Context: an optimization exercise on an open-source flow, tuned for small area, a short achievable clock period and few clock cycles per item. The choices shown serve that exercise and are no tape-out recipe.
No run shown here included a check of the RTL's function; only the layout flow was run.

===== design.v =====
module wsc_fa (input wire a, input wire b, input wire c, output wire s, output wire co);
    assign s  = a ^ b ^ c;
    assign co = (a & b) | (a & c) | (b & c);
endmodule
module wsc_ha (input wire a, input wire b, output wire s, output wire co);
    assign s  = a ^ b;
    assign co = a & b;
endmodule
module wsc_px3_pre (
    input  wire [71:0] v,
    output wire [9:0]  cs_X,          
    output wire [9:0]  cs_Y,          
    output wire [8:0]  nm             
);
    wire [7:0] v0 = v[7:0],   v1 = v[15:8],  v2 = v[23:16];
    wire [7:0] v3 = v[31:24], v4 = v[39:32], v5 = v[47:40];
    wire [7:0] v6 = v[55:48], v7 = v[63:56], v8 = v[71:64];
    assign nm = {1'b0, ~v4} + 9'd1;      
    wire s1, c2;
    wsc_ha us1 (.a(v0[0]), .b(v2[0]), .s(s1), .co(c2));
    wire s3, c4;
    wsc_fa us3 (.a(v0[1]), .b(v2[1]), .c(v6[1]), .s(s3), .co(c4));
    wire s5, c6;
    wsc_fa us5 (.a(v0[2]), .b(v2[2]), .c(v6[2]), .s(s5), .co(c6));
    wire s7, c8;
    wsc_fa us7 (.a(v0[3]), .b(v2[3]), .c(v6[3]), .s(s7), .co(c8));
    wire s9, c10;
    wsc_fa us9 (.a(v0[4]), .b(v2[4]), .c(v6[4]), .s(s9), .co(c10));
    wire s11, c12;
    wsc_fa us11 (.a(v0[5]), .b(v2[5]), .c(v6[5]), .s(s11), .co(c12));
    wire s13, c14;
    wsc_fa us13 (.a(v0[6]), .b(v2[6]), .c(v6[6]), .s(s13), .co(c14));
    wire s15, c16;
    wsc_fa us15 (.a(v0[7]), .b(v2[7]), .c(v6[7]), .s(s15), .co(c16));
    wire s17, c18;
    wsc_ha us17 (.a(v6[0]), .b(v8[0]), .s(s17), .co(c18));
    wire s19, c20;
    wsc_fa us19 (.a(v8[1]), .b(c2), .c(c18), .s(s19), .co(c20));
    wire s21, c22;
    wsc_fa us21 (.a(v8[2]), .b(c4), .c(s5), .s(s21), .co(c22));
    wire s23, c24;
    wsc_fa us23 (.a(v8[3]), .b(c6), .c(s7), .s(s23), .co(c24));
    wire s25, c26;
    wsc_fa us25 (.a(v8[4]), .b(c8), .c(s9), .s(s25), .co(c26));
    wire s27, c28;
    wsc_fa us27 (.a(v8[5]), .b(c10), .c(s11), .s(s27), .co(c28));
    wire s29, c30;
    wsc_fa us29 (.a(v8[6]), .b(c12), .c(s13), .s(s29), .co(c30));
    wire s31, c32;
    wsc_fa us31 (.a(v8[7]), .b(c14), .c(s15), .s(s31), .co(c32));
    assign cs_X = {1'b0, c16, c30, c28, c26, c24, c22, c20, s3, s1} + {1'b0, c32, s31, s29, s27, s25, s23, s21, s19, s17};
    wire s33, c34;
    wsc_ha us33 (.a(v1[0]), .b(v3[0]), .s(s33), .co(c34));
    wire s35, c36;
    wsc_fa us35 (.a(v1[1]), .b(v3[1]), .c(v5[1]), .s(s35), .co(c36));
    wire s37, c38;
    wsc_fa us37 (.a(v1[2]), .b(v3[2]), .c(v5[2]), .s(s37), .co(c38));
    wire s39, c40;
    wsc_fa us39 (.a(v1[3]), .b(v3[3]), .c(v5[3]), .s(s39), .co(c40));
    wire s41, c42;
    wsc_fa us41 (.a(v1[4]), .b(v3[4]), .c(v5[4]), .s(s41), .co(c42));
    wire s43, c44;
    wsc_fa us43 (.a(v1[5]), .b(v3[5]), .c(v5[5]), .s(s43), .co(c44));
    wire s45, c46;
    wsc_fa us45 (.a(v1[6]), .b(v3[6]), .c(v5[6]), .s(s45), .co(c46));
    wire s47, c48;
    wsc_fa us47 (.a(v1[7]), .b(v3[7]), .c(v5[7]), .s(s47), .co(c48));
    wire s49, c50;
    wsc_ha us49 (.a(v5[0]), .b(v7[0]), .s(s49), .co(c50));
    wire s51, c52;
    wsc_fa us51 (.a(v7[1]), .b(c34), .c(c50), .s(s51), .co(c52));
    wire s53, c54;
    wsc_fa us53 (.a(v7[2]), .b(c36), .c(s37), .s(s53), .co(c54));
    wire s55, c56;
    wsc_fa us55 (.a(v7[3]), .b(c38), .c(s39), .s(s55), .co(c56));
    wire s57, c58;
    wsc_fa us57 (.a(v7[4]), .b(c40), .c(s41), .s(s57), .co(c58));
    wire s59, c60;
    wsc_fa us59 (.a(v7[5]), .b(c42), .c(s43), .s(s59), .co(c60));
    wire s61, c62;
    wsc_fa us61 (.a(v7[6]), .b(c44), .c(s45), .s(s61), .co(c62));
    wire s63, c64;
    wsc_fa us63 (.a(v7[7]), .b(c46), .c(s47), .s(s63), .co(c64));
    assign cs_Y = {1'b0, c48, c62, c60, c58, c56, c54, c52, s35, s33} + {1'b0, c64, s63, s61, s59, s57, s55, s53, s51, s49};
endmodule
module wsc_px3_post (
    input  wire        op,
    input  wire        opn,          
    input  wire [9:0]  cs_X,
    input  wire [9:0]  cs_Y,
    input  wire [8:0]  nm,            
    output wire [7:0]  res
);
    wire [10:0] xs_X, xs_Y;
    assign xs_X[1:0] = cs_X[1:0];
    assign xs_Y[1:0] = cs_Y[1:0];
    wire Xp0 = cs_X[2] ^ nm[0], Xg0 = cs_X[2] & nm[0];
    wire Xp1 = cs_X[3] ^ nm[1], Xg1 = cs_X[3] & nm[1];
    wire Xp2 = cs_X[4] ^ nm[2], Xg2 = cs_X[4] & nm[2];
    wire Xp3 = cs_X[5] ^ nm[3], Xg3 = cs_X[5] & nm[3];
    wire Xp4 = cs_X[6] ^ nm[4], Xg4 = cs_X[6] & nm[4];
    wire Xp5 = cs_X[7] ^ nm[5], Xg5 = cs_X[7] & nm[5];
    wire Xp6 = cs_X[8] ^ nm[6], Xg6 = cs_X[8] & nm[6];
    wire Xp7 = cs_X[9] ^ nm[7], Xg7 = cs_X[9] & nm[7];
    wire XG0_1 = Xg1 | (Xp1 & Xg0);
    wire XP0_1 = Xp1 & Xp0;
    wire XG0_3 = Xg3 | (Xp3 & Xg2);
    wire XP0_3 = Xp3 & Xp2;
    wire XG0_5 = Xg5 | (Xp5 & Xg4);
    wire XP0_5 = Xp5 & Xp4;
    wire XG0_7 = Xg7 | (Xp7 & Xg6);
    wire XP0_7 = Xp7 & Xp6;
    wire XG1_2 = Xg2 | (Xp2 & XG0_1);
    wire XP1_2 = Xp2 & XP0_1;
    wire XG1_3 = XG0_3 | (XP0_3 & XG0_1);
    wire XP1_3 = XP0_3 & XP0_1;
    wire XG1_6 = Xg6 | (Xp6 & XG0_5);
    wire XP1_6 = Xp6 & XP0_5;
    wire XG1_7 = XG0_7 | (XP0_7 & XG0_5);
    wire XP1_7 = XP0_7 & XP0_5;
    wire XG2_4 = Xg4 | (Xp4 & XG1_3);
    wire XP2_4 = Xp4 & XP1_3;
    wire XG2_5 = XG0_5 | (XP0_5 & XG1_3);
    wire XP2_5 = XP0_5 & XP1_3;
    wire XG2_6 = XG1_6 | (XP1_6 & XG1_3);
    wire XP2_6 = XP1_6 & XP1_3;
    wire XG2_7 = XG1_7 | (XP1_7 & XG1_3);
    wire XP2_7 = XP1_7 & XP1_3;
    wire XG3_8 = 1'b0 | (nm[8] & XG2_7);
    wire XP3_8 = nm[8] & XP2_7;
    assign xs_X[2] = Xp0;
    assign xs_X[3] = Xp1 ^ Xg0;
    assign xs_X[4] = Xp2 ^ XG0_1;
    assign xs_X[5] = Xp3 ^ XG1_2;
    assign xs_X[6] = Xp4 ^ XG1_3;
    assign xs_X[7] = Xp5 ^ XG2_4;
    assign xs_X[8] = Xp6 ^ XG2_5;
    assign xs_X[9] = Xp7 ^ XG2_6;
    assign xs_X[10] = nm[8] ^ XG2_7;
    wire Yp0 = cs_Y[2] ^ nm[0], Yg0 = cs_Y[2] & nm[0];
    wire Yp1 = cs_Y[3] ^ nm[1], Yg1 = cs_Y[3] & nm[1];
    wire Yp2 = cs_Y[4] ^ nm[2], Yg2 = cs_Y[4] & nm[2];
    wire Yp3 = cs_Y[5] ^ nm[3], Yg3 = cs_Y[5] & nm[3];
    wire Yp4 = cs_Y[6] ^ nm[4], Yg4 = cs_Y[6] & nm[4];
    wire Yp5 = cs_Y[7] ^ nm[5], Yg5 = cs_Y[7] & nm[5];
    wire Yp6 = cs_Y[8] ^ nm[6], Yg6 = cs_Y[8] & nm[6];
    wire Yp7 = cs_Y[9] ^ nm[7], Yg7 = cs_Y[9] & nm[7];
    wire YG0_1 = Yg1 | (Yp1 & Yg0);
    wire YP0_1 = Yp1 & Yp0;
    wire YG0_3 = Yg3 | (Yp3 & Yg2);
    wire YP0_3 = Yp3 & Yp2;
    wire YG0_5 = Yg5 | (Yp5 & Yg4);
    wire YP0_5 = Yp5 & Yp4;
    wire YG0_7 = Yg7 | (Yp7 & Yg6);
    wire YP0_7 = Yp7 & Yp6;
    wire YG1_2 = Yg2 | (Yp2 & YG0_1);
    wire YP1_2 = Yp2 & YP0_1;
    wire YG1_3 = YG0_3 | (YP0_3 & YG0_1);
    wire YP1_3 = YP0_3 & YP0_1;
    wire YG1_6 = Yg6 | (Yp6 & YG0_5);
    wire YP1_6 = Yp6 & YP0_5;
    wire YG1_7 = YG0_7 | (YP0_7 & YG0_5);
    wire YP1_7 = YP0_7 & YP0_5;
    wire YG2_4 = Yg4 | (Yp4 & YG1_3);
    wire YP2_4 = Yp4 & YP1_3;
    wire YG2_5 = YG0_5 | (YP0_5 & YG1_3);
    wire YP2_5 = YP0_5 & YP1_3;
    wire YG2_6 = YG1_6 | (YP1_6 & YG1_3);
    wire YP2_6 = YP1_6 & YP1_3;
    wire YG2_7 = YG1_7 | (YP1_7 & YG1_3);
    wire YP2_7 = YP1_7 & YP1_3;
    wire YG3_8 = 1'b0 | (nm[8] & YG2_7);
    wire YP3_8 = nm[8] & YP2_7;
    assign xs_Y[2] = Yp0;
    assign xs_Y[3] = Yp1 ^ Yg0;
    assign xs_Y[4] = Yp2 ^ YG0_1;
    assign xs_Y[5] = Yp3 ^ YG1_2;
    assign xs_Y[6] = Yp4 ^ YG1_3;
    assign xs_Y[7] = Yp5 ^ YG2_4;
    assign xs_Y[8] = Yp6 ^ YG2_5;
    assign xs_Y[9] = Yp7 ^ YG2_6;
    assign xs_Y[10] = nm[8] ^ YG2_7;
    function lo_ok_f;
        input [7:0] q;
        input [9:0] Al;
        begin
            casez (q)
                8'b1???????: lo_ok_f = 1'b1;
                8'b01??????: lo_ok_f = &Al[9:9];
                8'b001?????: lo_ok_f = &Al[9:8];
                8'b0001????: lo_ok_f = &Al[9:7];
                8'b00001???: lo_ok_f = &Al[9:6];
                8'b000001??: lo_ok_f = &Al[9:5];
                8'b0000001?: lo_ok_f = &Al[9:4];
                8'b00000001: lo_ok_f = &Al[9:3];
                default:     lo_ok_f = &Al[9:3] & (Al[2] | (Al[1] & Al[0]));
            endcase
        end
    endfunction
    wire n65 = xs_X[0];
    wire n66 = xs_X[1];
    wire n67 = xs_X[2];
    wire n68 = xs_X[3];
    wire n69 = xs_X[4];
    wire n70 = xs_X[5];
    wire n71 = xs_X[6];
    wire n72 = xs_X[7];
    wire n73 = xs_X[8];
    wire n74 = xs_X[9];
    wire n75 = xs_X[10];
    wire n76 = ~xs_Y[0];
    wire n77 = ~xs_Y[1];
    wire n78 = ~xs_Y[2];
    wire n79 = ~xs_Y[3];
    wire n80 = ~xs_Y[4];
    wire n81 = ~xs_Y[5];
    wire n82 = ~xs_Y[6];
    wire n83 = ~xs_Y[7];
    wire n84 = ~xs_Y[8];
    wire n85 = ~xs_Y[9];
    wire n86 = ~xs_Y[10];
    wire n87 = xs_Y[0];
    wire n88 = xs_Y[1];
    wire n89 = xs_Y[2];
    wire n90 = xs_Y[3];
    wire n91 = xs_Y[4];
    wire n92 = xs_Y[5];
    wire n93 = xs_Y[6];
    wire n94 = xs_Y[7];
    wire n95 = xs_Y[8];
    wire n96 = xs_Y[9];
    wire n97 = xs_Y[10];
    wire n98 = op & xs_X[0];
    wire n99 = op & xs_X[1];
    wire n100 = op & xs_X[2];
    wire n101 = op & xs_X[3];
    wire n102 = op & xs_X[4];
    wire n103 = op & xs_X[5];
    wire n104 = op ? xs_X[6] : ~xs_X[0];
    wire n105 = opn ? ~xs_X[1] : xs_X[7];
    wire n106 = op ? xs_X[8] : ~xs_X[2];
    wire n107 = opn ? ~xs_X[3] : xs_X[9];
    wire n108 = op ? xs_X[10] : ~xs_X[4];
    wire n109 = opn & ~xs_X[5];
    wire n110 = opn & ~xs_X[6];
    wire n111 = opn & ~xs_X[7];
    wire n112 = opn & ~xs_X[8];
    wire n113 = opn & ~xs_X[9];
    wire n114 = opn & ~xs_X[10];
    wire n115 = op & xs_X[0];
    wire n116 = opn ? xs_X[0] : xs_X[1];
    wire n117 = op ? xs_X[2] : xs_X[1];
    wire n118 = opn ? xs_X[2] : xs_X[3];
    wire n119 = op ? xs_X[4] : xs_X[3];
    wire n120 = opn ? xs_X[4] : xs_X[5];
    wire n121 = op ? xs_X[6] : xs_X[5];
    wire n122 = opn ? xs_X[6] : xs_X[7];
    wire n123 = op ? xs_X[8] : xs_X[7];
    wire n124 = opn ? xs_X[8] : xs_X[9];
    wire n125 = op ? xs_X[10] : xs_X[9];
    wire n126 = opn & xs_X[10];
    wire n127 = op & xs_X[0];
    wire n128 = op & xs_X[1];
    wire n129 = opn ? xs_Y[0] : xs_X[2];
    wire n130 = op ? xs_X[3] : xs_Y[1];
    wire n131 = opn ? xs_Y[2] : xs_X[4];
    wire n132 = op ? xs_X[5] : xs_Y[3];
    wire n133 = opn ? xs_Y[4] : xs_X[6];
    wire n134 = op ? xs_X[7] : xs_Y[5];
    wire n135 = opn ? xs_Y[6] : xs_X[8];
    wire n136 = op ? xs_X[9] : xs_Y[7];
    wire n137 = opn ? xs_Y[8] : xs_X[10];
    wire n138 = opn & xs_Y[9];
    wire n139 = opn & xs_Y[10];
    wire n140 = op & ~xs_X[0];
    wire n141 = op ? ~xs_X[1] : ~xs_Y[0];
    wire n142 = opn ? ~xs_Y[1] : ~xs_X[2];
    wire n143 = op ? ~xs_X[3] : ~xs_Y[2];
    wire n144 = opn ? ~xs_Y[3] : ~xs_X[4];
    wire n145 = op ? ~xs_X[5] : ~xs_Y[4];
    wire n146 = opn ? ~xs_Y[5] : ~xs_X[6];
    wire n147 = op ? ~xs_X[7] : ~xs_Y[6];
    wire n148 = opn ? ~xs_Y[7] : ~xs_X[8];
    wire n149 = op ? ~xs_X[9] : ~xs_Y[8];
    wire n150 = opn ? ~xs_Y[9] : ~xs_X[10];
    wire n151 = opn & ~xs_Y[10];
    wire n152 = op & ~xs_X[0];
    wire n153 = op & ~xs_X[1];
    wire n154 = op & ~xs_X[2];
    wire n155 = op & ~xs_X[3];
    wire n156 = op ? ~xs_X[4] : nm[0];
    wire n157 = opn ? nm[1] : ~xs_X[5];
    wire n158 = op ? ~xs_X[6] : nm[2];
    wire n159 = opn ? nm[3] : ~xs_X[7];
    wire n160 = op ? ~xs_X[8] : nm[4];
    wire n161 = opn ? nm[5] : ~xs_X[9];
    wire n162 = op ? ~xs_X[10] : nm[6];
    wire n163 = opn & nm[7];
    wire n164 = opn & nm[8];
    wire n165 = op & xs_X[0];
    wire n166 = op & xs_X[1];
    wire n167 = op & xs_X[2];
    wire n168 = op & xs_X[3];
    wire n169 = op & xs_X[4];
    wire n170 = op & xs_X[5];
    wire n171 = op & xs_X[6];
    wire n172 = op & xs_X[7];
    wire n173 = op & xs_X[8];
    wire n174 = op & xs_X[9];
    wire n175 = op & xs_X[10];
    wire n176 = opn & ~xs_X[0];
    wire n177 = opn & ~xs_X[1];
    wire n178 = opn & ~xs_X[2];
    wire n179 = opn & ~xs_X[3];
    wire n180 = opn & ~xs_X[4];
    wire n181 = opn & ~xs_X[5];
    wire n182 = opn & ~xs_X[6];
    wire n183 = opn & ~xs_X[7];
    wire n184 = opn & ~xs_X[8];
    wire n185 = opn & ~xs_X[9];
    wire n186 = opn & ~xs_X[10];
    wire n187 = op & xs_X[0];
    wire n188 = op & xs_X[1];
    wire n189 = op & xs_X[2];
    wire n190 = op & xs_X[3];
    wire n191 = op & xs_X[4];
    wire n192 = op & xs_X[5];
    wire n193 = op & xs_X[6];
    wire n194 = op & xs_X[7];
    wire n195 = op & xs_X[8];
    wire n196 = op & xs_X[9];
    wire n197 = op & xs_X[10];
    wire n198 = op & ~xs_Y[0];
    wire n199 = op & ~xs_Y[1];
    wire n200 = op & ~xs_Y[2];
    wire n201 = op & ~xs_Y[3];
    wire n202 = op & ~xs_Y[4];
    wire n203 = op & ~xs_Y[5];
    wire n204 = op & ~xs_Y[6];
    wire n205 = op & ~xs_Y[7];
    wire n206 = op & ~xs_Y[8];
    wire n207 = op & ~xs_Y[9];
    wire n208 = op & ~xs_Y[10];
    wire n209 = op & xs_Y[0];
    wire n210 = op & xs_Y[1];
    wire n211 = op & xs_Y[2];
    wire n212 = op & xs_Y[3];
    wire n213 = op & xs_Y[4];
    wire n214 = op & xs_Y[5];
    wire n215 = op & xs_Y[6];
    wire n216 = op & xs_Y[7];
    wire n217 = op & xs_Y[8];
    wire n218 = op & xs_Y[9];
    wire n219 = op & xs_Y[10];
    wire n220 = op & xs_Y[0];
    wire n221 = op & xs_Y[1];
    wire n222 = op & xs_Y[2];
    wire n223 = op & xs_Y[3];
    wire n224 = op & xs_Y[4];
    wire n225 = op & xs_Y[5];
    wire n226 = op & xs_Y[6];
    wire n227 = op & xs_Y[7];
    wire n228 = op & xs_Y[8];
    wire n229 = op & xs_Y[9];
    wire n230 = op & xs_Y[10];
    wire n231 = ~nm[0];
    wire n232 = ~nm[1];
    wire n233 = ~nm[2];
    wire n234 = ~nm[3];
    wire n235 = ~nm[4];
    wire n236 = ~nm[5];
    wire n237 = ~nm[6];
    wire n238 = ~nm[7];
    wire n239 = ~nm[8];
    wire s240, c241;
    wsc_ha us240 (.a(op), .b(n99), .s(s240), .co(c241));
    wire s242, c243;
    wsc_ha us242 (.a(n100), .b(n152), .s(s242), .co(c243));
    wire s244, c245;
    wsc_ha us244 (.a(n101), .b(n153), .s(s244), .co(c245));
    wire s246, c247;
    wsc_fa us246 (.a(op), .b(n102), .c(n154), .s(s246), .co(c247));
    wire s248, c249;
    wsc_ha us248 (.a(op), .b(n103), .s(s248), .co(c249));
    wire s250, c251;
    wsc_fa us250 (.a(op), .b(n76), .c(n104), .s(s250), .co(c251));
    wire s252, c253;
    wsc_fa us252 (.a(opn), .b(n77), .c(n105), .s(s252), .co(c253));
    wire s254, c255;
    wsc_ha us254 (.a(op), .b(n78), .s(s254), .co(c255));
    wire s256, c257;
    wsc_ha us256 (.a(n65), .b(n79), .s(s256), .co(c257));
    wire s258, c259;
    wsc_fa us258 (.a(op), .b(n68), .c(n82), .s(s258), .co(c259));
    wire s260 = ~(n69 ^ n83);
    wire c261 = n69 | n83;
    wire s262, c263;
    wsc_ha us262 (.a(s260), .b(n111), .s(s262), .co(c263));
    wire s264, c265;
    wsc_fa us264 (.a(op), .b(n70), .c(n84), .s(s264), .co(c265));
    wire s266, c267;
    wsc_fa us266 (.a(c261), .b(n112), .c(n115), .s(s266), .co(c267));
    wire s268, c269;
    wsc_ha us268 (.a(n134), .b(n143), .s(s268), .co(c269));
    wire s270, c271;
    wsc_fa us270 (.a(op), .b(n71), .c(n85), .s(s270), .co(c271));
    wire s272, c273;
    wsc_fa us272 (.a(n87), .b(n113), .c(n116), .s(s272), .co(c273));
    wire s274, c275;
    wsc_fa us274 (.a(n135), .b(n144), .c(n179), .s(s274), .co(c275));
    wire s276, c277;
    wsc_fa us276 (.a(n72), .b(n86), .c(n88), .s(s276), .co(c277));
    wire s278, c279;
    wsc_fa us278 (.a(n114), .b(n117), .c(n136), .s(s278), .co(c279));
    wire s280, c281;
    wsc_ha us280 (.a(n145), .b(n180), .s(s280), .co(c281));
    wire s282 = ~(n73 ^ n89);
    wire c283 = n73 | n89;
    wire s284, c285;
    wsc_fa us284 (.a(s282), .b(n118), .c(n137), .s(s284), .co(c285));
    wire s286, c287;
    wsc_fa us286 (.a(n231), .b(n74), .c(n90), .s(s286), .co(c287));
    wire s288, c289;
    wsc_ha us288 (.a(c283), .b(n119), .s(s288), .co(c289));
    wire s290, c291;
    wsc_fa us290 (.a(n232), .b(op), .c(n75), .s(s290), .co(c291));
    wire s292, c293;
    wsc_fa us292 (.a(n91), .b(n120), .c(n139), .s(s292), .co(c293));
    wire s294 = ~(n233 ^ n92);
    wire c295 = n233 | n92;
    wire s296, c297;
    wsc_ha us296 (.a(n234), .b(opn), .s(s296), .co(c297));
    wire n298 = ~n235;
    wire s299, c300;
    wsc_ha us299 (.a(op), .b(n168), .s(s299), .co(c300));
    wire s301, c302;
    wsc_ha us301 (.a(n169), .b(n188), .s(s301), .co(c302));
    wire s303, c304;
    wsc_fa us303 (.a(n170), .b(n189), .c(n206), .s(s303), .co(c304));
    wire s305, c306;
    wsc_fa us305 (.a(n98), .b(n171), .c(n190), .s(s305), .co(c306));
    wire s307, c308;
    wsc_ha us307 (.a(n207), .b(n213), .s(s307), .co(c308));
    wire s309, c310;
    wsc_fa us309 (.a(n172), .b(n191), .c(n208), .s(s309), .co(c310));
    wire s311, c312;
    wsc_fa us311 (.a(n214), .b(n222), .c(c308), .s(s311), .co(c312));
    wire s313, c314;
    wsc_fa us313 (.a(n173), .b(n192), .c(n215), .s(s313), .co(c314));
    wire s315, c316;
    wsc_fa us315 (.a(n223), .b(c241), .c(s242), .s(s315), .co(c316));
    wire s317, c318;
    wsc_fa us317 (.a(n174), .b(n193), .c(n216), .s(s317), .co(c318));
    wire s319, c320;
    wsc_fa us319 (.a(n224), .b(c243), .c(s244), .s(s319), .co(c320));
    wire s321, c322;
    wsc_fa us321 (.a(n175), .b(n194), .c(n217), .s(s321), .co(c322));
    wire s323, c324;
    wsc_fa us323 (.a(n225), .b(c245), .c(c318), .s(s323), .co(c324));
    wire s325, c326;
    wsc_fa us325 (.a(n155), .b(n195), .c(n218), .s(s325), .co(c326));
    wire s327, c328;
    wsc_fa us327 (.a(n226), .b(s248), .c(c247), .s(s327), .co(c328));
    wire s329, c330;
    wsc_fa us329 (.a(n156), .b(n196), .c(n219), .s(s329), .co(c330));
    wire s331, c332;
    wsc_fa us331 (.a(n227), .b(c249), .c(c326), .s(s331), .co(c332));
    wire s333, c334;
    wsc_fa us333 (.a(n127), .b(n157), .c(n197), .s(s333), .co(c334));
    wire s335, c336;
    wsc_fa us335 (.a(n228), .b(c251), .c(c330), .s(s335), .co(c336));
    wire s337, c338;
    wsc_fa us337 (.a(s254), .b(n106), .c(n128), .s(s337), .co(c338));
    wire s339, c340;
    wsc_fa us339 (.a(n158), .b(n229), .c(c253), .s(s339), .co(c340));
    wire s341, c342;
    wsc_fa us341 (.a(c255), .b(s256), .c(n107), .s(s341), .co(c342));
    wire s343, c344;
    wsc_fa us343 (.a(n129), .b(n159), .c(n230), .s(s343), .co(c344));
    wire s345, c346;
    wsc_fa us345 (.a(n66), .b(n80), .c(c257), .s(s345), .co(c346));
    wire s347, c348;
    wsc_fa us347 (.a(n108), .b(n130), .c(n160), .s(s347), .co(c348));
    wire s349, c350;
    wsc_fa us349 (.a(n67), .b(n81), .c(n109), .s(s349), .co(c350));
    wire s351, c352;
    wsc_fa us351 (.a(n131), .b(n140), .c(n161), .s(s351), .co(c352));
    wire s353, c354;
    wsc_fa us353 (.a(n110), .b(n132), .c(n141), .s(s353), .co(c354));
    wire s355, c356;
    wsc_fa us355 (.a(n162), .b(n176), .c(s258), .s(s355), .co(c356));
    wire s357, c358;
    wsc_fa us357 (.a(n133), .b(n142), .c(n163), .s(s357), .co(c358));
    wire s359, c360;
    wsc_fa us359 (.a(n177), .b(c259), .c(s262), .s(s359), .co(c360));
    wire s361, c362;
    wsc_fa us361 (.a(n164), .b(n178), .c(s264), .s(s361), .co(c362));
    wire s363, c364;
    wsc_fa us363 (.a(c263), .b(s268), .c(c358), .s(s363), .co(c364));
    wire s365, c366;
    wsc_fa us365 (.a(c265), .b(s270), .c(c269), .s(s365), .co(c366));
    wire s367, c368;
    wsc_fa us367 (.a(c267), .b(s272), .c(s274), .s(s367), .co(c368));
    wire s369, c370;
    wsc_fa us369 (.a(c271), .b(s276), .c(s280), .s(s369), .co(c370));
    wire s371, c372;
    wsc_fa us371 (.a(c273), .b(c275), .c(s278), .s(s371), .co(c372));
    wire s373, c374;
    wsc_fa us373 (.a(n146), .b(n181), .c(c277), .s(s373), .co(c374));
    wire s375, c376;
    wsc_fa us375 (.a(c281), .b(c279), .c(s284), .s(s375), .co(c376));
    wire s377, c378;
    wsc_fa us377 (.a(n138), .b(n147), .c(n182), .s(s377), .co(c378));
    wire s379, c380;
    wsc_fa us379 (.a(s286), .b(s288), .c(c285), .s(s379), .co(c380));
    wire s381, c382;
    wsc_fa us381 (.a(n148), .b(n183), .c(c287), .s(s381), .co(c382));
    wire s383, c384;
    wsc_fa us383 (.a(s290), .b(c289), .c(c378), .s(s383), .co(c384));
    wire s385, c386;
    wsc_fa us385 (.a(s294), .b(n121), .c(n149), .s(s385), .co(c386));
    wire s387, c388;
    wsc_fa us387 (.a(n184), .b(c291), .c(c293), .s(s387), .co(c388));
    wire s389, c390;
    wsc_fa us389 (.a(n93), .b(s296), .c(c295), .s(s389), .co(c390));
    wire s391, c392;
    wsc_fa us391 (.a(n122), .b(n150), .c(n185), .s(s391), .co(c392));
    wire s393, c394;
    wsc_fa us393 (.a(n298), .b(c297), .c(n94), .s(s393), .co(c394));
    wire s395, c396;
    wsc_fa us395 (.a(n123), .b(n151), .c(n186), .s(s395), .co(c396));
    wire s397, c398;
    wsc_fa us397 (.a(n236), .b(n235), .c(op), .s(s397), .co(c398));
    wire s399, c400;
    wsc_ha us399 (.a(n95), .b(s397), .s(s399), .co(c400));
    wire s401, c402;
    wsc_fa us401 (.a(n237), .b(opn), .c(n96), .s(s401), .co(c402));
    wire s403, c404;
    wsc_ha us403 (.a(n238), .b(opn), .s(s403), .co(c404));
    wire s405, c406;
    wsc_ha us405 (.a(n187), .b(n204), .s(s405), .co(c406));
    wire s407, c408;
    wsc_fa us407 (.a(n205), .b(n211), .c(c300), .s(s407), .co(c408));
    wire s409, c410;
    wsc_fa us409 (.a(n212), .b(n220), .c(c302), .s(s409), .co(c410));
    wire s411, c412;
    wsc_fa us411 (.a(n221), .b(s307), .c(c304), .s(s411), .co(c412));
    wire s413, c414;
    wsc_fa us413 (.a(s240), .b(c306), .c(s309), .s(s413), .co(c414));
    wire s415, c416;
    wsc_fa us415 (.a(c310), .b(s313), .c(c312), .s(s415), .co(c416));
    wire s417, c418;
    wsc_fa us417 (.a(c314), .b(s317), .c(c316), .s(s417), .co(c418));
    wire s419, c420;
    wsc_fa us419 (.a(s246), .b(s321), .c(c320), .s(s419), .co(c420));
    wire s421, c422;
    wsc_fa us421 (.a(c322), .b(s325), .c(c324), .s(s421), .co(c422));
    wire s423, c424;
    wsc_fa us423 (.a(s250), .b(s329), .c(c328), .s(s423), .co(c424));
    wire s425, c426;
    wsc_fa us425 (.a(s252), .b(s333), .c(c332), .s(s425), .co(c426));
    wire s427, c428;
    wsc_fa us427 (.a(c334), .b(s337), .c(c336), .s(s427), .co(c428));
    wire s429, c430;
    wsc_fa us429 (.a(c338), .b(s341), .c(s343), .s(s429), .co(c430));
    wire s431, c432;
    wsc_fa us431 (.a(s345), .b(c342), .c(c344), .s(s431), .co(c432));
    wire s433, c434;
    wsc_fa us433 (.a(c346), .b(c348), .c(s349), .s(s433), .co(c434));
    wire s435, c436;
    wsc_fa us435 (.a(c350), .b(c352), .c(s353), .s(s435), .co(c436));
    wire s437, c438;
    wsc_fa us437 (.a(c354), .b(s357), .c(c356), .s(s437), .co(c438));
    wire s439, c440;
    wsc_fa us439 (.a(s266), .b(s361), .c(c360), .s(s439), .co(c440));
    wire s441, c442;
    wsc_fa us441 (.a(c362), .b(s365), .c(c364), .s(s441), .co(c442));
    wire s443, c444;
    wsc_fa us443 (.a(c366), .b(s369), .c(c368), .s(s443), .co(c444));
    wire s445, c446;
    wsc_fa us445 (.a(s373), .b(c370), .c(c372), .s(s445), .co(c446));
    wire s447, c448;
    wsc_fa us447 (.a(c374), .b(s377), .c(c376), .s(s447), .co(c448));
    wire s449, c450;
    wsc_fa us449 (.a(s292), .b(s381), .c(c380), .s(s449), .co(c450));
    wire s451, c452;
    wsc_fa us451 (.a(c382), .b(s385), .c(c384), .s(s451), .co(c452));
    wire s453, c454;
    wsc_fa us453 (.a(s389), .b(c386), .c(s391), .s(s453), .co(c454));
    wire s455, c456;
    wsc_fa us455 (.a(s393), .b(c390), .c(c392), .s(s455), .co(c456));
    wire s457, c458;
    wsc_fa us457 (.a(n124), .b(c394), .c(s399), .s(s457), .co(c458));
    wire s459, c460;
    wsc_fa us459 (.a(c398), .b(n125), .c(c400), .s(s459), .co(c460));
    wire s461, c462;
    wsc_fa us461 (.a(n97), .b(s403), .c(n126), .s(s461), .co(c462));
    wire s463, c464;
    wsc_ha us463 (.a(n167), .b(n203), .s(s463), .co(c464));
    wire s465, c466;
    wsc_fa us465 (.a(n210), .b(c464), .c(s299), .s(s465), .co(c466));
    wire s467, c468;
    wsc_fa us467 (.a(c406), .b(s301), .c(s407), .s(s467), .co(c468));
    wire s469, c470;
    wsc_fa us469 (.a(s303), .b(c408), .c(s409), .s(s469), .co(c470));
    wire s471, c472;
    wsc_fa us471 (.a(s305), .b(c410), .c(s411), .s(s471), .co(c472));
    wire s473, c474;
    wsc_fa us473 (.a(s311), .b(c412), .c(s413), .s(s473), .co(c474));
    wire s475, c476;
    wsc_fa us475 (.a(s315), .b(c414), .c(s415), .s(s475), .co(c476));
    wire s477, c478;
    wsc_fa us477 (.a(s319), .b(c416), .c(s417), .s(s477), .co(c478));
    wire s479, c480;
    wsc_fa us479 (.a(s323), .b(c418), .c(s419), .s(s479), .co(c480));
    wire s481, c482;
    wsc_fa us481 (.a(s327), .b(c420), .c(s421), .s(s481), .co(c482));
    wire s483, c484;
    wsc_fa us483 (.a(s331), .b(c422), .c(s423), .s(s483), .co(c484));
    wire s485, c486;
    wsc_fa us485 (.a(s335), .b(c424), .c(s425), .s(s485), .co(c486));
    wire s487, c488;
    wsc_fa us487 (.a(s339), .b(c426), .c(s427), .s(s487), .co(c488));
    wire s489, c490;
    wsc_fa us489 (.a(c340), .b(s429), .c(c428), .s(s489), .co(c490));
    wire s491, c492;
    wsc_fa us491 (.a(s347), .b(c430), .c(s431), .s(s491), .co(c492));
    wire s493, c494;
    wsc_fa us493 (.a(s351), .b(c432), .c(s433), .s(s493), .co(c494));
    wire s495, c496;
    wsc_fa us495 (.a(s355), .b(c434), .c(s435), .s(s495), .co(c496));
    wire s497, c498;
    wsc_fa us497 (.a(s359), .b(c436), .c(s437), .s(s497), .co(c498));
    wire s499, c500;
    wsc_fa us499 (.a(s363), .b(c438), .c(s439), .s(s499), .co(c500));
    wire s501, c502;
    wsc_fa us501 (.a(s367), .b(c440), .c(s441), .s(s501), .co(c502));
    wire s503, c504;
    wsc_fa us503 (.a(s371), .b(c442), .c(s443), .s(s503), .co(c504));
    wire s505, c506;
    wsc_fa us505 (.a(s375), .b(c444), .c(s445), .s(s505), .co(c506));
    wire s507, c508;
    wsc_fa us507 (.a(s379), .b(c446), .c(s447), .s(s507), .co(c508));
    wire s509, c510;
    wsc_fa us509 (.a(s383), .b(c448), .c(s449), .s(s509), .co(c510));
    wire s511, c512;
    wsc_fa us511 (.a(s387), .b(c450), .c(s451), .s(s511), .co(c512));
    wire s513, c514;
    wsc_fa us513 (.a(c388), .b(s453), .c(c452), .s(s513), .co(c514));
    wire s515, c516;
    wsc_fa us515 (.a(s395), .b(c454), .c(s455), .s(s515), .co(c516));
    wire s517, c518;
    wsc_fa us517 (.a(c396), .b(s457), .c(c456), .s(s517), .co(c518));
    wire s519, c520;
    wsc_fa us519 (.a(s401), .b(s459), .c(c458), .s(s519), .co(c520));
    wire s521, c522;
    wsc_fa us521 (.a(c402), .b(c460), .c(s461), .s(s521), .co(c522));
    wire s523, c524;
    wsc_ha us523 (.a(n209), .b(s463), .s(s523), .co(c524));
    wire s525, c526;
    wsc_ha us525 (.a(s405), .b(s465), .s(s525), .co(c526));
    wire s527, c528;
    wsc_ha us527 (.a(c466), .b(s467), .s(s527), .co(c528));
    wire s529, c530;
    wsc_ha us529 (.a(c468), .b(s469), .s(s529), .co(c530));
    wire s531, c532;
    wsc_ha us531 (.a(c470), .b(s471), .s(s531), .co(c532));
    wire s533, c534;
    wsc_ha us533 (.a(c472), .b(s473), .s(s533), .co(c534));
    wire s535, c536;
    wsc_ha us535 (.a(c474), .b(s475), .s(s535), .co(c536));
    wire s537, c538;
    wsc_ha us537 (.a(c476), .b(s477), .s(s537), .co(c538));
    wire s539, c540;
    wsc_ha us539 (.a(c478), .b(s479), .s(s539), .co(c540));
    wire s541, c542;
    wsc_ha us541 (.a(c480), .b(s481), .s(s541), .co(c542));
    wire s543, c544;
    wsc_ha us543 (.a(c482), .b(s483), .s(s543), .co(c544));
    wire s545, c546;
    wsc_ha us545 (.a(c484), .b(s485), .s(s545), .co(c546));
    wire s547, c548;
    wsc_ha us547 (.a(c486), .b(s487), .s(s547), .co(c548));
    wire s549, c550;
    wsc_ha us549 (.a(c488), .b(s489), .s(s549), .co(c550));
    wire s551, c552;
    wsc_ha us551 (.a(c490), .b(s491), .s(s551), .co(c552));
    wire s553, c554;
    wsc_ha us553 (.a(c492), .b(s493), .s(s553), .co(c554));
    wire s555, c556;
    wsc_ha us555 (.a(c494), .b(s495), .s(s555), .co(c556));
    wire s557, c558;
    wsc_ha us557 (.a(c496), .b(s497), .s(s557), .co(c558));
    wire s559, c560;
    wsc_ha us559 (.a(c498), .b(s499), .s(s559), .co(c560));
    wire s561, c562;
    wsc_ha us561 (.a(c500), .b(s501), .s(s561), .co(c562));
    wire s563, c564;
    wsc_ha us563 (.a(c502), .b(s503), .s(s563), .co(c564));
    wire s565, c566;
    wsc_ha us565 (.a(c504), .b(s505), .s(s565), .co(c566));
    wire s567, c568;
    wsc_ha us567 (.a(c506), .b(s507), .s(s567), .co(c568));
    wire s569, c570;
    wsc_ha us569 (.a(c508), .b(s509), .s(s569), .co(c570));
    wire s571, c572;
    wsc_ha us571 (.a(c510), .b(s511), .s(s571), .co(c572));
    wire s573, c574;
    wsc_ha us573 (.a(c512), .b(s513), .s(s573), .co(c574));
    wire s575, c576;
    wsc_ha us575 (.a(c514), .b(s515), .s(s575), .co(c576));
    wire s577, c578;
    wsc_ha us577 (.a(c516), .b(s517), .s(s577), .co(c578));
    wire s579, c580;
    wsc_ha us579 (.a(c518), .b(s519), .s(s579), .co(c580));
    wire s581, c582;
    wsc_ha us581 (.a(c520), .b(s521), .s(s581), .co(c582));
    wire G583 = c532 | (s531 & c530);
    wire P584 = s531 & s529;
    wire G585 = G583 | (P584 & c528);
    wire P586 = P584 & s527;
    wire G587 = c526 | (s525 & c524);
    wire P588 = s525 & s523;
    wire G589 = G585 | (P586 & G587);
    wire P590 = P586 & P588;
    wire k591 = G589;
    wire a592 = s523 ^ 1'b0;
    wire a593 = s525 ^ c524;
    wire G594 = c526 | (s525 & c524);
    wire P595 = s525 & s523;
    wire a596 = s527 ^ G594;
    wire G597 = c528 | (s527 & c526);
    wire P598 = s527 & s525;
    wire G599 = G597 | (P598 & c524);
    wire P600 = P598 & s523;
    wire a601 = s529 ^ G599;
    wire G602 = c530 | (s529 & c528);
    wire P603 = s529 & s527;
    wire G604 = c526 | (s525 & c524);
    wire P605 = s525 & s523;
    wire G606 = G602 | (P603 & G604);
    wire P607 = P603 & P605;
    wire a608 = s531 ^ G606;
    wire [9:0] Al = {a608, a601, a596, a593, a592, 1'b0, 1'b0, 1'b0, 1'b0, 1'b0};
    wire G609 = c566 | (s565 & c564);
    wire P610 = s565 & s563;
    wire G611 = G609 | (P610 & c562);
    wire P612 = P610 & s561;
    wire G613 = c560 | (s559 & c558);
    wire P614 = s559 & s557;
    wire G615 = G611 | (P612 & G613);
    wire P616 = P612 & P614;
    wire G617 = c556 | (s555 & c554);
    wire P618 = s555 & s553;
    wire G619 = c552 | (s551 & c550);
    wire P620 = s551 & s549;
    wire G621 = G617 | (P618 & G619);
    wire P622 = P618 & P620;
    wire G623 = G615 | (P616 & G621);
    wire P624 = P616 & P622;
    wire G625 = c548 | (s547 & c546);
    wire P626 = s547 & s545;
    wire G627 = c544 | (s543 & c542);
    wire P628 = s543 & s541;
    wire G629 = G625 | (P626 & G627);
    wire P630 = P626 & P628;
    wire G631 = c540 | (s539 & c538);
    wire P632 = s539 & s537;
    wire G633 = c536 | (s535 & c534);
    wire P634 = s535 & s533;
    wire G635 = G631 | (P632 & G633);
    wire P636 = P632 & P634;
    wire G637 = G629 | (P630 & G635);
    wire P638 = P630 & P636;
    wire G639 = G623 | (P624 & G637);
    wire P640 = P624 & P638;
    wire k641 = G639 | (P640 & k591);
    wire h642 = s533 ^ k591;
    wire h643 = s535 ^ c534;
    wire h644 = s537 ^ c536;
    wire h645 = s539 ^ c538;
    wire h646 = s541 ^ c540;
    wire h647 = s543 ^ c542;
    wire h648 = s545 ^ c544;
    wire h649 = s547 ^ c546;
    wire h650 = s549 ^ c548;
    wire h651 = s551 ^ c550;
    wire h652 = s553 ^ c552;
    wire h653 = s555 ^ c554;
    wire h654 = s557 ^ c556;
    wire h655 = s559 ^ c558;
    wire h656 = s561 ^ c560;
    wire h657 = s563 ^ c562;
    wire h658 = s565 ^ c564;
    wire hi_ones = &{h658, h657, h656, h655, h654, h653, h652, h651, h650, h649, h648, h647, h646, h645, h644, h643, h642};
    wire c27 = k641;
    wire [7:0]  q0 = {c520, c518, c516, c514, c512, c510, c508, c506} + {s521, s519, s517, s515, s513, s511, s509, s507};
    wire [7:0]  q1 = q0 + 8'd1;
    wire [7:0]  q2 = q0 + 8'd2;
    wire lo_ok = c27 ? lo_ok_f(q1, Al) : lo_ok_f(q0, Al);
    wire flag = op & hi_ones & lo_ok;
    assign res = c27 ? (flag ? q2 : q1) : (flag ? q1 : q0);
endmodule
module wsc_px3 (
    input  wire         clk,
    input  wire         rst,
    input  wire         in_valid,
    output reg          in_ready,
    input  wire         in_op,        
    input  wire [287:0] in_win,
    output reg          out_valid,
    input  wire         out_ready,
    output reg  [31:0]  out_pix
);
    wire [39:0] csx_w, csy_w;
    wire [35:0] nm_w;
    genvar c;
    generate
        for (c = 0; c < 4; c = c + 1) begin : pre
            wsc_px3_pre u (
                .v   ({in_win[256+8*c +: 8], in_win[224+8*c +: 8], in_win[192+8*c +: 8],
                       in_win[160+8*c +: 8], in_win[128+8*c +: 8], in_win[96+8*c +: 8],
                       in_win[64+8*c +: 8],  in_win[32+8*c +: 8],  in_win[8*c +: 8]}),
                .cs_X(csx_w[10*c +: 10]),
                .cs_Y(csy_w[10*c +: 10]),
                .nm  (nm_w[9*c +: 9])
            );
        end
    endgenerate
    reg         s1_valid;
    reg         s1_op;
    reg         s1_opn;       
    reg  [39:0] s1_csx, s1_csy;
    reg  [35:0] s1_nm;
    reg         k0_valid, k1_valid;
    reg  [31:0] k0_pix, k1_pix;
    wire accept = in_valid && in_ready;
    always @(posedge clk) begin
        if (rst)
            s1_valid <= 1'b0;
        else
            s1_valid <= accept;
    end
    always @(posedge clk) begin
        s1_op  <= in_op;
        s1_opn <= ~in_op;
        s1_csx <= csx_w;
        s1_csy <= csy_w;
        s1_nm  <= nm_w;                        
    end
    wire [31:0] res;
    generate
        for (c = 0; c < 4; c = c + 1) begin : post
            wsc_px3_post u (
                .op  (s1_op),
                .opn (s1_opn),
                .cs_X(s1_csx[10*c +: 10]),
                .cs_Y(s1_csy[10*c +: 10]),
                .nm  (s1_nm[9*c +: 9]),
                .res (res[8*c +: 8])
            );
        end
    endgenerate
    wire head_free = !out_valid || out_ready;
    reg ov_n, k0v_n, k1v_n;
    always @* begin
        if (head_free) begin
            ov_n  = k0_valid || s1_valid;
            k0v_n = k1_valid || (k0_valid && s1_valid);
            k1v_n = k1_valid && s1_valid;
        end else begin
            ov_n  = out_valid;
            k0v_n = k0_valid || s1_valid;
            k1v_n = k1_valid || (k0_valid && s1_valid);
        end
    end
    always @(posedge clk) begin
        if (rst) begin
            out_valid <= 1'b0;
            k0_valid  <= 1'b0;
            k1_valid  <= 1'b0;
            in_ready  <= 1'b1;
        end else begin
            out_valid <= ov_n;
            k0_valid  <= k0v_n;
            k1_valid  <= k1v_n;
            in_ready  <= !k1v_n && !(k0v_n && accept);
        end
    end
    always @(posedge clk) begin
        if (head_free)
            out_pix <= k0_valid ? k0_pix : res;
        if (head_free || !k0_valid)
            k0_pix <= (head_free && k1_valid) ? k1_pix : res;
        if (head_free || !k1_valid)
            k1_pix <= res;
    end
endmodule

===== flow/run.sh =====
#!/bin/bash
set -e
export BUFFER_PORTS_ARGS="-buffer_cell sky130_fd_sc_hd__buf_1"
export SETUP_SLACK_MARGIN=20.65
bash standard.sh > standard.log 2>&1

===== standard.sh =====
#!/bin/bash
# synth_recipe.tcl (not shown) runs the flow's synth.tcl, then flattens the netlist and writes it again
# the make line also repeats each setting of config.mk as NAME=value (left out here)
make -C /OpenROAD-flow-scripts/flow DESIGN_CONFIG=/design/flow/config.mk WORK_HOME=/design/flow/orfs CLKGATE_MAP_FILE= SYNTH_SCRIPT=/design/flow/synth_recipe.tcl "${@:-finish}"

===== config.mk =====
export PLATFORM = sky130hd
export DESIGN_NAME = wsc_px3
export DESIGN_NICKNAME = wsc_px3
export VERILOG_FILES = /design/flow/design.v
export SDC_FILE = /design/flow/constraint.sdc
export NUM_CORES = 4
export LEC_CHECK = 0
export CAP_MARGIN = 20
export CORE_MARGIN = 2
export CORE_UTILIZATION = 40
export CTS_BUF_LIST = sky130_fd_sc_hd__clkbuf_4 sky130_fd_sc_hd__clkbuf_8
export CTS_CLUSTER_DIAMETER = 60
export CTS_CLUSTER_SIZE = 20
export SLEW_MARGIN = 20
export SYNTH_HIERARCHICAL = 1

===== constraint.sdc =====
create_clock -name core_clock -period 28.0 [get_ports {clk}]
set_input_delay 5.6000 -clock core_clock [delete_from_list [all_inputs] [get_ports {clk}]]
set_output_delay 5.6000 -clock core_clock [all_outputs]
set_load 0.01 [all_outputs]

==> impl_metrics.py, run 1 <==
metrics = {
    "critical_path": {
        "cp_data_arrival_time_ns": 7.77,
        "cp.required_ns": 28.39,
        "cp_slowest_cell": "fa_2",
        "slowest_delay_ns": 0.62,
        "r2r-end": "out_pix[4]",
        "critPathMostFrequentCell": "fa_2",
        "worst_setup_path_end_kind": "flop",
        "path_max_fanout": 4,
        "cp-start-kind": "flop",
        "reg2reg_depth": 27,
        "critPathKind": "reg -> reg",
        "reg2reg_slack_ns": 20.62,
        "r2r_start": "s1_csy[2]",
    },
    "synth": {
        "ys_types": 83,
        "synth_nets": 4398,
        "syn_area_um2": 34700,
        "synth-simple-area-share": 0.100,
        "yosysWarnings": 8,
        "synth_compound_area_frac": 0.113,
        "synth-edff-count": 96,
        "async_flop_share": 0,
        "ys_seq_area_frac": 0.154,
        "synthAdderAreaFrac": 0.503,
        "netlist_instances": 3085,
        "synth_xor_area_frac": 0.0558,
        "netlist.area_leader.share": 0.362,
        "synth_mux_area_frac": 0.0377,
        "synthTopCellsByArea": "fa_1 (36%), ha_1 (14%), edfxtp_1 (8.3%)",
        "synth_top_family_by_area": "adder cells",
        "syn_avg_cell_area_um2": 11.3,
        "ys_ff_latch": 219,
        "synthFlopType": "dfxtp_1",
        "yosysTopAreaCell": "fa_1",
    },
    "final_layout": {
        "fin_nets": 4798,
        "drive_gt1_frac": 0.172,
        "final_cell_mix": "fa_1 (595), ha_1 (341), buf_1 (326), nor2_1 (251), inv_1 (222)",
        "layout_commonest_cell": "fa_1",
        "area_growth_pct": 17.1,
    },
    "floorplanning": {
        "pin_count": 327,
        "die_w_um": 299,
        "start_util": 0.402,
        "num_rows": 108,
        "dieHeight_um": 299,
        "coreArea_um2": 86300,
        "design.die.area_um2": 89200,
    },
    "sta": {
        "finClkSkew_ns": 0.0589,
        "totalNegativeSetupSlack_ns": 0,
        "tightest_slew_ns": 1.01,
        "clock.fmax_ghz": 0.135,
        "hold_ws_ns": 0.508,
        "rsz0062_at_grt": "yes",
        "setup_viol": 0,
        "slew_headroom": 0.328,
        "setup_slack_ns": 20.62,
        "slew_violations": 0,
        "fin_crit_sh": 0.264,
        "finalCriticalPeriod_ns": 7.38,
        "hold_viol_final": 0,
    },
    "routing": {
        "vias": 25009,
        "wl_mm": 90.8,
        "wire_per_inst_um": 19.5,
        "drtAntennaViolNets": 0,
        "post-route-drc-count": 0,
        "detail_route.first_pass.iterations": 5,
        "vias_per_cell": 5.37,
        "drtIter0Drc": 1447,
    },
    "global_route": {
        "grt_max_degree": 62,
        "grtUsageTotal": 0.201,
        "grt_pass1_wl_mm": 143,
        "first_global_vias": 26156,
        "antenna_found_initial": 1,
        "overflow": 0,
    },
    "clock_network": {
        "tritoncts": "done",
        "h-tree-depth": 1,
        "insertion_delay_ns": 0.66,
        "cts.path.max_buffers": 3,
        "cts_root_buf": "clkbuf_8",
        "clock_sinks": 219,
        "cts_buffers": 24,
        "clkTransAtPathRegs_ns": 0.11,
    },
    "place": {
        "dpl_worst_slack_ns": 19.84,
        "io_buffers": 326,
        "dp_hpwl_mm": 74.6,
        "gp_congestion": 0.936,
    },
    "outcome": {
        "status": "finished clean",
    },
    "hold_path": {
        "hold_class": "reg -> reg",
        "whs_endpoint": "s1_valid",
        "min_path_cells": 2,
        "hp-start": "in_ready",
    },
    "run": {
        "cap_violations": 0,
    },
}
[modules after synthesis, one instance, submodules excluded]
module	flops+latches	times used
wsc_fa	0	592
wsc_px3_post	0	4
wsc_px3	219	1
wsc_ha	0	176
wsc_px3_pre	0	4
[cell usage after synthesis (12+ instances only)]
cell	instances
a211o_1	16
a211oi_1	20
and2_1	68
nor3_1	46
xnor2_1	140
and3_1	12
o21ai_0	74
o21a_1	12
mux2i_1	12
inv_1	227
a21boi_0	20
or2_2	12
nor2_1	254
nand4_1	40
o21ai_1	24
edfxtp_1	96
dfxtp_1	123
a21o_1	64
ha_1	392
nand2_1	99
fa_1	628
or3_1	12
mux2_2	59
o211ai_1	28
nand3_1	49
o21bai_1	36
a2111oi_0	12
buf_2	12
a21oi_1	134
clkbuf_1	36
mux2_4	29
xor2_1	60
nand2b_1	12
o41ai_1	16
[layout make-up]
class                   instances  area (um2)
repair buffers                439        2140
diodes                          1        2.50
inverters                     232         875
clock inverters                17         199
fillers                      7992       45700
well taps                    1155        1450
clock buffers                  27         353
multi-input cells            2569       30300
flip-flops and latches        219        5360
[how the worst max path moves through the flow]
stage | start | end | slack (ns)
after floorplan | in_win[45] | s1_csy[18] | 20.41
after global placement | s1_nm[27] | out_pix[30] | 19.95
after detailed placement | s1_nm[27] | out_pix[28] | 19.84
after CTS | s1_nm[27] | out_pix[30] | 20.64
after global routing | s1_nm[9] | k0_pix[14] | 20.41
final | s1_csy[2] | out_pix[4] | 20.62
[cells by family (layout without fill, tap and decap cells)]
kind of cell | after synthesis | after routing
flip-flops | 219 | 219
AND/OR/NAND/NOR | 680 | 680
buffers and inverters | 299 | 715
other | 0 | 1
XOR/XNOR | 208 | 208
multiplexers | 104 | 104
AO/OA/AOI/OAI | 555 | 557
adder cells (fa/ha/maj) | 1020 | 1020
[layer usage]
metal,GRT usage,part of all wire
met3,0.0238,0.052
met2,0.329,0.48
met4,0.0400,0.021
met5,0,0
met1,0.288,0.45
[repair_timing]
action                                  CTS  global route
hold buffers                              0             0
resized for setup                       112           181
endpoints found under the setup margin   96            96
pin swaps                                65            74
setup buffers                            51            44
cloned                                    2             0
[per-stage QoR]
stage | instance area, um2 | std cells | utilization
finish | 40600 | 4659 | 0.471
global route | 40600 | 4659 | 0.471
CTS | 39300 | 4614 | 0.455
detailed placement | 37800 | 4517 | 0.438
global placement | 37800 | 4517 | 0.438
floorplan | 35400 | 3085 | -
[flip-flops by register name, summed over array words and instances, names as in the netlist, 32 cells and up]
register	cells
s1_csy	40
s1_nm	36
k1_pix	32
k0_pix	32
out_pix	32
s1_csx	40
[critical path: cells and delay by family (launching register included)]
| kind | cells | cell delay, ns |
|---|---|---|
| fa+ha+maj | 9 | 3.41 |
| compound gates | 8 | 1.54 |
| simple gates | 3 | 0.68 |
| mux | 2 | 0.46 |
| xor+xnor | 3 | 0.40 |
| flops | 1 | 0.35 |
| buf+inv | 2 | 0.26 |
==> run 2, diff against run 1 <==
==> flow/run.sh (replaced) <==
#!/bin/bash
set -e
export BUFFER_PORTS_ARGS="-buffer_cell sky130_fd_sc_hd__buf_1"
export SETUP_SLACK_MARGIN=20.5
bash standard.sh > standard.log 2>&1
==> run 2 against run 1 <==
  * Highest routed layer unchanged
  * Synthesized area is the same
  * Largest cell class unchanged
  * Still clean
  * Clock skew down 0.033 ns
  * Utilization decreased by 0.53 points
==> impl_metrics.py, run 2 <==
metrics = {
    "synth": {
        "netlist_instances": 3085,
        "syn_avg_cell_area_um2": 11.3,
        "ys_ff_latch": 219,
        "synthFlopType": "dfxtp_1",
        "synth_compound_area_frac": 0.113,
        "synth_mux_area_frac": 0.0377,
        "yosysTopAreaCell": "fa_1",
        "synth_top_family_by_area": "adder cells",
        "synth_common_cells": "fa_1 (628), ha_1 (392), nor2_1 (254)",
        "yosysWarnings": 8,
        "synth-edff-count": 96,
        "synth-simple-area-share": 0.100,
        "syn_area_um2": 34700,
        "async_flop_share": 0,
        "synth_xor_area_frac": 0.0558,
        "netlist.area_leader.share": 0.362,
        "synth_nets": 4398,
        "yosysMostFrequentCell": "fa_1",
        "synthTopCellsByArea": "fa_1 (36%), ha_1 (14%), edfxtp_1 (8.3%)",
        "ys_seq_area_frac": 0.154,
        "ys_types": 83,
        "synthAdderAreaFrac": 0.503,
    },
    "sta": {
        "hold_viol_final": 0,
        "finalCriticalPeriod_ns": 7.67,
        "tightest_slew_ns": 0.965,
        "fin_crit_sh": 0.274,
        "slew_headroom": 0.357,
        "clock.fmax_ghz": 0.130,
        "slew_violations": 0,
        "setup_viol": 0,
        "finClkSkew_ns": 0.0258,
        "totalNegativeSetupSlack_ns": 0,
        "rsz0062_at_grt": "yes",
    },
    "final_layout": {
        "finalNonFillerCells": 4647,
        "final_util": 0.465,
        "fillCellCount": 7981,
        "fin_nets": 4782,
        "largestRegisters": "s1_csx x40, s1_csy x40, s1_nm x36",
        "area_growth_pct": 15.8,
        "drive_gt1_frac": 0.156,
        "layout_commonest_cell": "fa_1",
        "final_cell_mix": "fa_1 (597), ha_1 (349), buf_1 (326), nor2_1 (254), inv_1 (221)",
    },
    "clock_network": {
        "clkTransAtPathRegs_ns": 0.11,
        "cts.path.max_buffers": 3,
        "h-tree-depth": 1,
        "clock_sinks": 219,
        "insertion_delay_ns": 0.65,
        "hold_buffers": 0,
        "cts_buffers": 28,
        "cts_root_buf": "clkbuf_8",
        "tritoncts": "done",
    },
    "run": {
        "cap_violations": 0,
    },
    "global_route": {
        "use_met1": 0.275,
        "first_global_vias": 26078,
        "grt_util_met2": 0.324,
        "use_met3": 0.0359,
        "top_usage_layer": "met2",
        "grt_pass1_wl_mm": 142,
        "antenna_found_initial": 2,
        "grt_max_degree": 61,
        "grtUsageTotal": 0.199,
        "overflow": 0,
    },
    "routing": {
        "vias_per_cell": 5.41,
        "vias": 25150,
        "wire_per_inst_um": 19.4,
        "wl_mm": 90.3,
        "post-route-drc-count": 0,
        "drtIter0Drc": 1753,
        "detail_route.first_pass.iterations": 8,
        "drtAntennaViolNets": 0,
    },
    "critical_path": {
        "cp.required_ns": 28.42,
        "cp_slowest_cell": "fa_2",
        "path_max_fanout": 7,
        "critPathKind": "reg -> reg",
        "cp_data_arrival_time_ns": 8.09,
        "cp-start-kind": "flop",
        "slowest_delay_ns": 0.59,
        "worst_setup_path_end_kind": "flop",
    },
    "floorplanning": {
        "start_util": 0.402,
        "design.die.area_um2": 89200,
        "coreArea_um2": 86300,
        "die_w_um": 299,
        "pin_count": 327,
        "num_rows": 108,
        "dieHeight_um": 299,
    },
    "place": {
        "io_buffers": 326,
        "dp.cells": 4515,
        "dp_hpwl_mm": 74.2,
        "gp_congestion": 0.949,
    },
    "outcome": {
        "status": "finished clean",
    },
    "hold_path": {
        "hold_class": "reg -> reg",
    },
}
## run 2: cell counts after synthesis
Identical to the previous run, type by type.
## run 2: per-module statistics from Yosys, one instance, submodules excluded
module	cell area [um2]	times used	cells inside
wsc_fa	20.0	592	1
wsc_ha	12.5	176	1
wsc_px3	6400	1	313
wsc_px3_post	2750	4	397
wsc_px3_pre	812	4	104
## run 2: repair_timing
| action | 4_1_cts | 5_1_grt |
|---|---|---|
| pin swaps | 33 | 100 |
| buffers inserted | 24 | 50 |
| resized for setup | 92 | 162 |
| cloned | 1 | 4 |
| setup endpoints to repair | 96 | 96 |
## run 2: per-stage QoR
stage | setup WS (ns) | hold WS [ns] | instance area [um2]
4_1_cts | 20.50 | 0.530 | 38900
5_1_grt | 20.20 | 0.548 | 40200
2_1_floorplan | 20.41 | 0.496 | 35100
3_3_place_gp | 20.01 | 0.516 | 37600
6_report | 20.33 | 0.536 | 40200
3_5_place_dp | 19.80 | 0.517 | 37600
## run 2: cells by family (layout without fill, tap and decap cells)
family                     Yosys count  count (layout)
and+or+nand+nor                    680             680
muxes                              104             104
other                                0               1
xor gates and xnor gates           208             209
AOI/OAI and AO/OA                  555             559
buffers and inverters              299             700
DFF                                219             219
adders and majority gates         1020            1020
## run 2: final timing paths
path / startpoint / endpoint / slack, ns / cells after the start
min: in_ready / s1_valid / 0.54 / 2
max: s1_nm[9] / k0_pix[14] / 20.33 / 26
min reg2reg: in_ready / s1_valid / 0.54 / 2
max reg2reg: s1_nm[9] / k0_pix[14] / 20.33 / 26
## run 2: routing by layer
layer / vias up / routed length, um
met4: 0 / 2610
met3: 150 / 6080
met5: - / 0
met1: 12591 / 39100
li1: 11572 / -
met2: 837 / 42500
## run 2: worst max-delay path: cells and delay by family (launching register included)
family	cells	cell delay [ns]
fa+ha+maj	9	3.23
flops	1	0.37
compound gates	12	2.36
mux	2	0.56
simple gates	1	0.32
xor+xnor	2	0.59
## run 2: cell type report
cell class	instances	area, um2	area share
Antenna cell	1	2.50	0.0000623
Tap cell	1155	1450	0.0360
Sequential cell	219	5360	0.133
Clock inverter	22	290	0.00722
Inverter	232	877	0.0218
Timing Repair Buffer	416	1900	0.0474
Multi-Input combinational cell	2572	29900	0.744
Clock buffer	30	407	0.0101

re-timing with driven ports:
The flow's constraints put no driver on any port. The routed layouts listed below were extracted and timed again, unchanged, in two steps.
Step 1, drivers: a clkbuf_16 drives clk and a buf_2 each remaining input, both assumed.
Step 2 moves the port delays by t, midway between the first and last clock arrival at a register: inputs arrive t later, outputs are due t later. That takes back most of the time a late clock gives input paths.
Slacks: ideal / step 1 / step 2; pairs: ideal / step 1.
run	shift t [ns]	setup WS [ns]	worst hold slack (ns)
run 1	0.689	20.619 / 20.619 / 20.166	0.508 / 0.508 / 0.508
run 2	0.704	20.327 / 20.327 / 20.162	0.536 / 0.536 / 0.536
After both steps every run listed still meets setup and hold. The setup slack of run 1, which loses most, moves by 0.000 ns with the drivers and by -0.453 ns with both steps.
